What follows belongs to an exercise in optimizing a design on an open flow for small area; a production flow would make more cautious choices. In this exercise RTL edits were held to simulation tests only and were not proved equivalent to the original. Power is estimated from default activity; no workload was simulated.

## vsc
module vsc (
    input  wire        clk,
    input  wire        rst,             
    input  wire        host_wr,
    input  wire [3:0]  host_addr,       
    input  wire [31:0] host_wdata,
    output reg  [31:0] host_rdata,
    output wire        busy,
    output wire        bus_req,
    output reg  [2:0]  bus_op,          
    output wire [6:0]  bus_addr,
    output wire        bus_dir,         
    output wire [7:0]  bus_wdata,
    output wire        bus_nack,        
    input  wire        bus_rsp_valid,
    input  wire        bus_rsp_fail,    
    input  wire [7:0]  bus_rsp_data     
);
Size: about 100 I/O pins, about 7600 um2 of cells after synthesis.
Settings: LEC_CHECK=0, CAP_MARGIN=20, CORE_MARGIN=2, CORE_UTILIZATION=60, SLEW_MARGIN=20; clock period 25.0 ns.
standard.sh (not shown) runs the stock make flow with config.mk's settings and CLKGATE_MAP_FILE= SYNTH_SCRIPT=/design/flow/synth_recipe.tcl, a recipe that flattens the netlist after the stock synthesis.
==> flow/flow/run.sh <==
#!/bin/bash
# Own layout flow: the standard ORFS flow (standard.sh) with these changes to how the
# layout is made:
#  - synthesis is the standard flow's (synth_recipe.tcl, unchanged), except that extract_fa is skipped and
#    Yosys's abc maps the combinational logic with flow/area.abc (area-oriented) instead of
#    ORFS's script (see flow/abc_hook.tcl); the registers are the standard synthesis's;
#  - port buffers use the smallest buffer cell (buf_1) instead of buffer_ports' default pick;
#  - CTS builds the clock tree from clkbuf_8 cells and inserts no dummy loads.
# make's full output goes to standard.log in this folder; each ORFS step also keeps its own
# log under orfs/logs/.
set -euo pipefail
export BUFFER_PORTS_ARGS="-buffer_cell sky130_fd_sc_hd__buf_1"
export CTS_ARGS="-sink_clustering_enable -repair_clock_nets -dont_use_dummy_load -buf_list sky130_fd_sc_hd__clkbuf_8"
export OWN_ABC_SCRIPT="$PWD/flow/area.abc"
cat flow/abc_hook.tcl synth_recipe.tcl > own_synth.tcl
sed 's#/synth_recipe\.tcl#/own_synth.tcl#g' standard.sh > own_standard.sh
grep -q own_synth.tcl own_standard.sh
bash own_standard.sh > standard.log 2>&1
==> flow/flow/abc_hook.tcl <==
# Two changes to how the standard flow's synthesis (synth_recipe.tcl, otherwise unchanged) maps the
# combinational logic; neither touches the registers, which dfflibmap has already mapped:
#  - extract_fa is skipped, so adders are left as plain gates for abc instead of being
#    mapped to fa/ha cells;
#  - abc runs with this flow's own script (flow/area.abc, an area-oriented mapping) in
#    place of the one ORFS picks.
proc extract_fa {args} {}
proc abc {args} {
  set i [lsearch -exact $args -script]
  if {$i >= 0} { lset args [expr {$i + 1}] $::env(OWN_ABC_SCRIPT) }
  yosys abc {*}$args
}
==> flow/flow/area.abc <==
strash
dch
amap
==> next run, changes <==
--- a/flow/config.mk
+++ b/flow/config.mk
@@ -10 +10 @@
-export CORE_UTILIZATION = 60
+export CORE_UTILIZATION = 75
The new run completed without violations.
Wire length fell by about 4%.
Combinational power is about the same.
Cell area is lower by about 0.7%.
Hold slack gets better by 0.022 ns.
Fmax shrinks by about 0.75%.
Synthesized area is unchanged.
Power went up by about 0.38%.
Setup slack is worse by 0.090 ns.
Sequential share of layout area climbs by 0.38 points.
Die area shrinks by about 20%.
First-iteration DRC count climbs by about 30%.
==> next run, changes <==
--- a/flow/config.mk
+++ b/flow/config.mk
@@ -10 +10 @@
-export CORE_UTILIZATION = 75
+export CORE_UTILIZATION = 40
After rerunning: Clock-buffer cell count stays the same. Via count went down by a little under a tenth. Fmax climbs slightly. Setup slack improved by 0.11 ns. Non-clock buffer count is higher by 1. Sequential share of layout area fell by 0.80 points. Routed wire length grows slightly. Register-to-register slack got worse by 0.18 ns. First-iteration DRC count is lower by well over a third.
==> next run, changes <==
--- a/flow/config.mk
+++ b/flow/config.mk
@@ -10,0 +11 @@
+export GPL_TIMING_DRIVEN = 0
The new run finished with timing, DRC and antenna clean; synthesized cell count is unchanged; fmax went down by 0.49%; register-to-register slack got worse by 0.50 ns; sequential cell count is unchanged; non-clock buffer count went up by 4; hold slack improved by 0.017 ns; final area went up by 0.74%; power hardly moves; die area is unchanged; synthesized area is unchanged; sequential power hardly moves.
==> next run, changes <==
--- a/flow/flow/run.sh
+++ b/flow/flow/run.sh
@@ -8 +8 @@
-#  - CTS builds the clock tree from clkbuf_8 cells and inserts no dummy loads.
+#  - CTS builds the clock tree from clkbuf_4 cells and inserts no dummy loads.
@@ -13 +13 @@
-export CTS_ARGS="-sink_clustering_enable -repair_clock_nets -dont_use_dummy_load -buf_list sky130_fd_sc_hd__clkbuf_8"
+export CTS_ARGS="-sink_clustering_enable -repair_clock_nets -dont_use_dummy_load -buf_list sky130_fd_sc_hd__clkbuf_4"
--- a/flow/config.mk
+++ b/flow/config.mk
@@ -10,2 +10 @@
-export CORE_UTILIZATION = 40
-export GPL_TIMING_DRIVEN = 0
+export CORE_UTILIZATION = 75
Result: The new run finished with timing, DRC and antenna clean; die area went down by 46%; synthesized cell count is unchanged; cell count decreases by 9.0%; worst setup slack loses 0.064 ns; clock power came out lower by 24%; final area went down by 3.5%; wire length is lower by 1.6%; power shrinks by 4.0%; clock skew falls by 0.029 ns.
==> next run, changes <==
--- a/flow/flow/run.sh
+++ b/flow/flow/run.sh
@@ -8 +8,2 @@
-#  - CTS builds the clock tree from clkbuf_4 cells and inserts no dummy loads.
+#  - CTS builds the clock tree from clkbuf_4 cells (clkbuf_16 at the root) and inserts no
+#    dummy loads.
@@ -13 +14 @@
-export CTS_ARGS="-sink_clustering_enable -repair_clock_nets -dont_use_dummy_load -buf_list sky130_fd_sc_hd__clkbuf_4"
+export CTS_ARGS="-sink_clustering_enable -repair_clock_nets -dont_use_dummy_load -buf_list sky130_fd_sc_hd__clkbuf_4 -root_buf sky130_fd_sc_hd__clkbuf_16"
Result:
- die area stays the same
- fmax is about the same
- via count came out higher by about 0.7%
- hold slack got worse by 0.0040 ns
- core utilization came out higher by 0.18 points
- global-route usage came out lower by 0.11 points
- final cell count is unchanged
- clock-buffer cell count is unchanged

========
Setup of run A:
vsc, a different RTL version from the one above (not shown whole).
Size: about 880 cells after synthesis, roughly 180 flip-flops, ~100 I/O pins, about 0.0078 mm² of cells after synthesis.
## vsc
module vsc (
    input  wire        clk,
    input  wire        rst,             
    input  wire        host_wr,
    input  wire [3:0]  host_addr,       
    input  wire [31:0] host_wdata,
    output reg  [31:0] host_rdata,
    output wire        busy,
    output wire        bus_req,
    output reg  [2:0]  bus_op,          
    output wire [6:0]  bus_addr,
    output wire        bus_dir,         
    output wire [7:0]  bus_wdata,
    output wire        bus_nack,        
    input  wire        bus_rsp_valid,
    input  wire        bus_rsp_fail,    
    input  wire [7:0]  bus_rsp_data     
);
    localparam [2:0] B_START = 3'd1, B_RESTART = 3'd2, B_WRITE = 3'd3,
                     B_READ  = 3'd4, B_STOP    = 3'd5;
    localparam [3:0] S_IDLE = 4'd0,  S_REQ  = 4'd1,  S_ABORT = 4'd2,  S_FIN   = 4'd3,
                     S_GLO  = 4'd4,  S_GHI  = 4'd5,  S_NORM  = 4'd6,  S_LSTEP = 4'd7,
                     S_COPYP = 4'd8, S_COPYL = 4'd9, S_HORN  = 4'd10, S_EINIT = 4'd11,
                     S_ESTEP = 4'd12, S_EXTR = 4'd13, S_SHIFT = 4'd14, S_CLR  = 4'd15;
    reg        st_busy, st_done, st_ovr;
    reg [2:0]  st_code;
    reg [31:0] res;
    reg        res_ok;         
    reg [7:0]  cfg;
    reg [3:0]  st;
    reg        wt;             
    reg [2:0]  op;             
    reg [2:0]  pcode;          
    reg [2:0]  sub;
    reg [1:0]  grp;
    reg [7:0]  byt;            
    reg [4:0]  ph;
    reg [4:0]  kreg;
    reg        tc;             
    reg        ok, nz;
    reg        prev;
    reg        cw, cl, cp;
    reg [31:0] ws, lr, pr;
    assign busy     = st_busy;
    assign bus_addr = 7'h10;
    wire is_cfgw = (op == 3'd2) || (op == 3'd6);
    wire is_rdch = (op == 3'd3);
    wire is_cct  = (op == 3'd4);
    wire is_lux  = (op == 3'd5);
    wire cmd_wr = host_wr && (host_addr[3:2] == 2'd0);
    wire accept = cmd_wr && !st_busy;
    always @(*) begin
        case (host_addr[3:2])
            2'd0: host_rdata = 32'd0;
            2'd1: host_rdata = {24'd0, 1'b0, st_code, 1'b0, st_ovr, st_done, st_busy};
  ...
Settings: LEC_CHECK=0, CAP_MARGIN=20, CORE_MARGIN=2, CORE_UTILIZATION=40, SLEW_MARGIN=20; clock period 25.0 ns.
==> flow/flow/run.sh <==
#!/bin/bash
# Own layout flow: the standard ORFS flow (standard.sh) with these changes to how the
# layout is made:
#  - synthesis is the standard flow's (synth_recipe.tcl, unchanged), except that extract_fa is skipped and
#    Yosys's abc maps the combinational logic with flow/area.abc (area-oriented) instead of
#    ORFS's script (see flow/abc_hook.tcl); the registers are the standard synthesis's;
#  - port buffers use the smallest buffer cell (buf_1) instead of buffer_ports' default pick;
#  - CTS builds the clock tree from clkbuf_8 cells and inserts no dummy loads.
# make's full output goes to standard.log in this folder; each ORFS step also keeps its own
# log under orfs/logs/.
set -euo pipefail
export BUFFER_PORTS_ARGS="-buffer_cell sky130_fd_sc_hd__buf_1"
export CTS_ARGS="-sink_clustering_enable -repair_clock_nets -dont_use_dummy_load -buf_list sky130_fd_sc_hd__clkbuf_8"
export OWN_ABC_SCRIPT="$PWD/flow/area.abc"
cat flow/abc_hook.tcl synth_recipe.tcl > own_synth.tcl
sed 's#/synth_recipe\.tcl#/own_synth.tcl#g' standard.sh > own_standard.sh
grep -q own_synth.tcl own_standard.sh
bash own_standard.sh > standard.log 2>&1
Scripts as last shown in full above: flow/flow/abc_hook.tcl, flow/flow/area.abc
In summary, run A completed successfully, with a layout that passed the timing, design-rule and antenna checks.
diff inputs: run A => run B
==> flow/flow/run.sh <==
#!/bin/bash
# Own layout flow: the standard ORFS flow (standard.sh, standard synthesis unchanged),
# with two changes to how the layout is built:
#  - port buffers use the smallest buffer cell (buf_1) instead of buffer_ports' default pick;
#  - CTS builds the clock tree from clkbuf_8 cells and inserts no dummy loads.
# make's full output goes to standard.log in this folder; each ORFS step also keeps its own
# log under orfs/logs/.
set -euo pipefail
export BUFFER_PORTS_ARGS="-buffer_cell sky130_fd_sc_hd__buf_1"
export CTS_ARGS="-sink_clustering_enable -repair_clock_nets -dont_use_dummy_load -buf_list sky130_fd_sc_hd__clkbuf_8"
bash standard.sh > standard.log 2>&1
-- flow/config.mk --
<<< run A, line 6
export NUM_CORES = 4
export LEC_CHECK = 0
export CAP_MARGIN = 20
export CORE_MARGIN = 2
>>> run B, line 6
export NUM_CORES = 4
export LEC_CHECK = 0
export ABC_AREA = 1
export CAP_MARGIN = 20
export CORE_MARGIN = 2
removed: flow/flow/abc_hook.tcl
removed: flow/flow/area.abc
==> comparison <==
- Side by side, non-filler instance count after layout turned out higher in run B than in run A.
- On total routed wirelength: between run A and run B, it ends up lower for run A.
- Against run A, run B reports a register clock-pin slew on the reported worst setup and hold paths that is higher.
What run C does differently from run B at the input level:
==> flow/flow/run.sh <==
#!/bin/bash
# Own layout flow: the standard ORFS flow (standard.sh) with these changes to how the
# layout is made:
#  - synthesis is the standard flow's (synth_recipe.tcl, unchanged), except that Yosys's abc maps the
#    combinational logic with flow/area.abc (area-oriented) instead of ORFS's script; the
#    registers are untouched by abc, so they are the standard synthesis's;
#  - port buffers use the smallest buffer cell (buf_1) instead of buffer_ports' default pick;
#  - CTS builds the clock tree from clkbuf_8 cells and inserts no dummy loads.
# make's full output goes to standard.log in this folder; each ORFS step also keeps its own
# log under orfs/logs/.
set -euo pipefail
export BUFFER_PORTS_ARGS="-buffer_cell sky130_fd_sc_hd__buf_1"
export CTS_ARGS="-sink_clustering_enable -repair_clock_nets -dont_use_dummy_load -buf_list sky130_fd_sc_hd__clkbuf_8"
export OWN_ABC_SCRIPT="$PWD/flow/area.abc"
cat flow/abc_hook.tcl synth_recipe.tcl > own_synth.tcl
sed 's#/synth_recipe\.tcl#/own_synth.tcl#g' standard.sh > own_standard.sh
grep -q own_synth.tcl own_standard.sh
bash own_standard.sh > standard.log 2>&1
==> flow/flow/abc_hook.tcl (new file) <==
# Yosys's abc, run with this flow's own ABC script (flow/area.abc, an area-oriented mapping)
# in place of the one ORFS picks. Everything else in the synthesis is the standard flow's, unchanged.
proc abc {args} {
  set i [lsearch -exact $args -script]
  if {$i >= 0} { lset args [expr {$i + 1}] $::env(OWN_ABC_SCRIPT) }
  yosys abc {*}$args
}
==> flow/flow/area.abc (new file) <==
strash
dch -f
amap
strash
dch -f
amap
-- flow/config.mk --
<<< run B, line 6
export NUM_CORES = 4
export LEC_CHECK = 0
export ABC_AREA = 1
export CAP_MARGIN = 20
export CORE_MARGIN = 2
>>> run C, line 6
export NUM_CORES = 4
export LEC_CHECK = 0
export CAP_MARGIN = 20
export CORE_MARGIN = 2
Findings:
In run C relative to run B, count of cell types in the netlist had gone down by a few percent. On global-route wire length before repair, run C does better than run B. Minimum setup slack in the final design was higher in run B than in run C. Run C ended up with a lower wire length than run B did. Total die area is lower on run C. When run C is measured against run B, its final period demand of the worst path turns out 0.71 ns higher. NOTE total power run B->run C decreased by a few percent.
What run D does differently from run C at the input level:
==> flow/flow/area.abc <==
strash
dch
amap
--- outcome ---
Compared with run C, in run D filler cell count in the final layout went up 84; clock share of power rose 0.9 points; max-cap violation count flat; synthesis-to-finish area growth level; clock transition time at the flip-flop clock pins of the worst setup and hold paths did not really move.
Diff run C..run D | largest stage delay on the critical path | negligible
Compared with run C, run D improves post-placement setup slack.
Comparing run C and run D, distinct cell type count of the synthesized netlist is lower on run D.
Comparing cell area for run C and run D, the smaller number came from run C.
Run C ended up with host_rdata[1] as its endpoint of the most critical setup path; run D ended up with host_rdata[4].

-- afterwards: timing with drivers on the ports --
How much do the figures lean on ideal ports? The routed layouts below were timed once more, with nothing changed but the port constraints.
Step 1: set_driving_cell puts a clkbuf_16 on clk and a buf_2 on each other input, an assumption about the parent block.
Step 2 adds t to the input delays and takes it off the output delays; t is the mean of the earliest and latest rising clock arrival at the registers after step 1. Input paths then give back, and output paths get back, about the clock's delay inside the block.
a / b / c = ideal ports / drivers / drivers and shift; a / b = the first two.
run | t (ns) | slack for setup (ns) | worst setup path at the end
the first run of note 1 | 0.493 | 13.122 / 13.098 / 13.098 | input to output
the second run of note 1 | 0.492 | 13.033 / 12.997 / 12.997 | input to output
the third run of note 1 | 0.492 | 13.146 / 13.119 / 13.119 | input to output
the fourth run of note 1 | 0.498 | 13.087 / 13.065 / 13.065 | input to output
the fifth run of note 1 | 0.597 | 13.023 / 12.987 / 12.987 | input to output
the sixth run of note 1 | 0.420 | 13.041 / 13.005 / 13.005 | input to output
run A | 0.489 | 13.190 / 13.168 / 13.168 | input to output
run B | 0.497 | 13.595 / 13.570 / 13.570 | input to output
run C | 0.479 | 12.881 / 12.858 / 12.858 | input to output
run D | 0.486 | 13.116 / 13.095 / 13.095 | input to output
After both steps setup and hold are still met in every run listed.
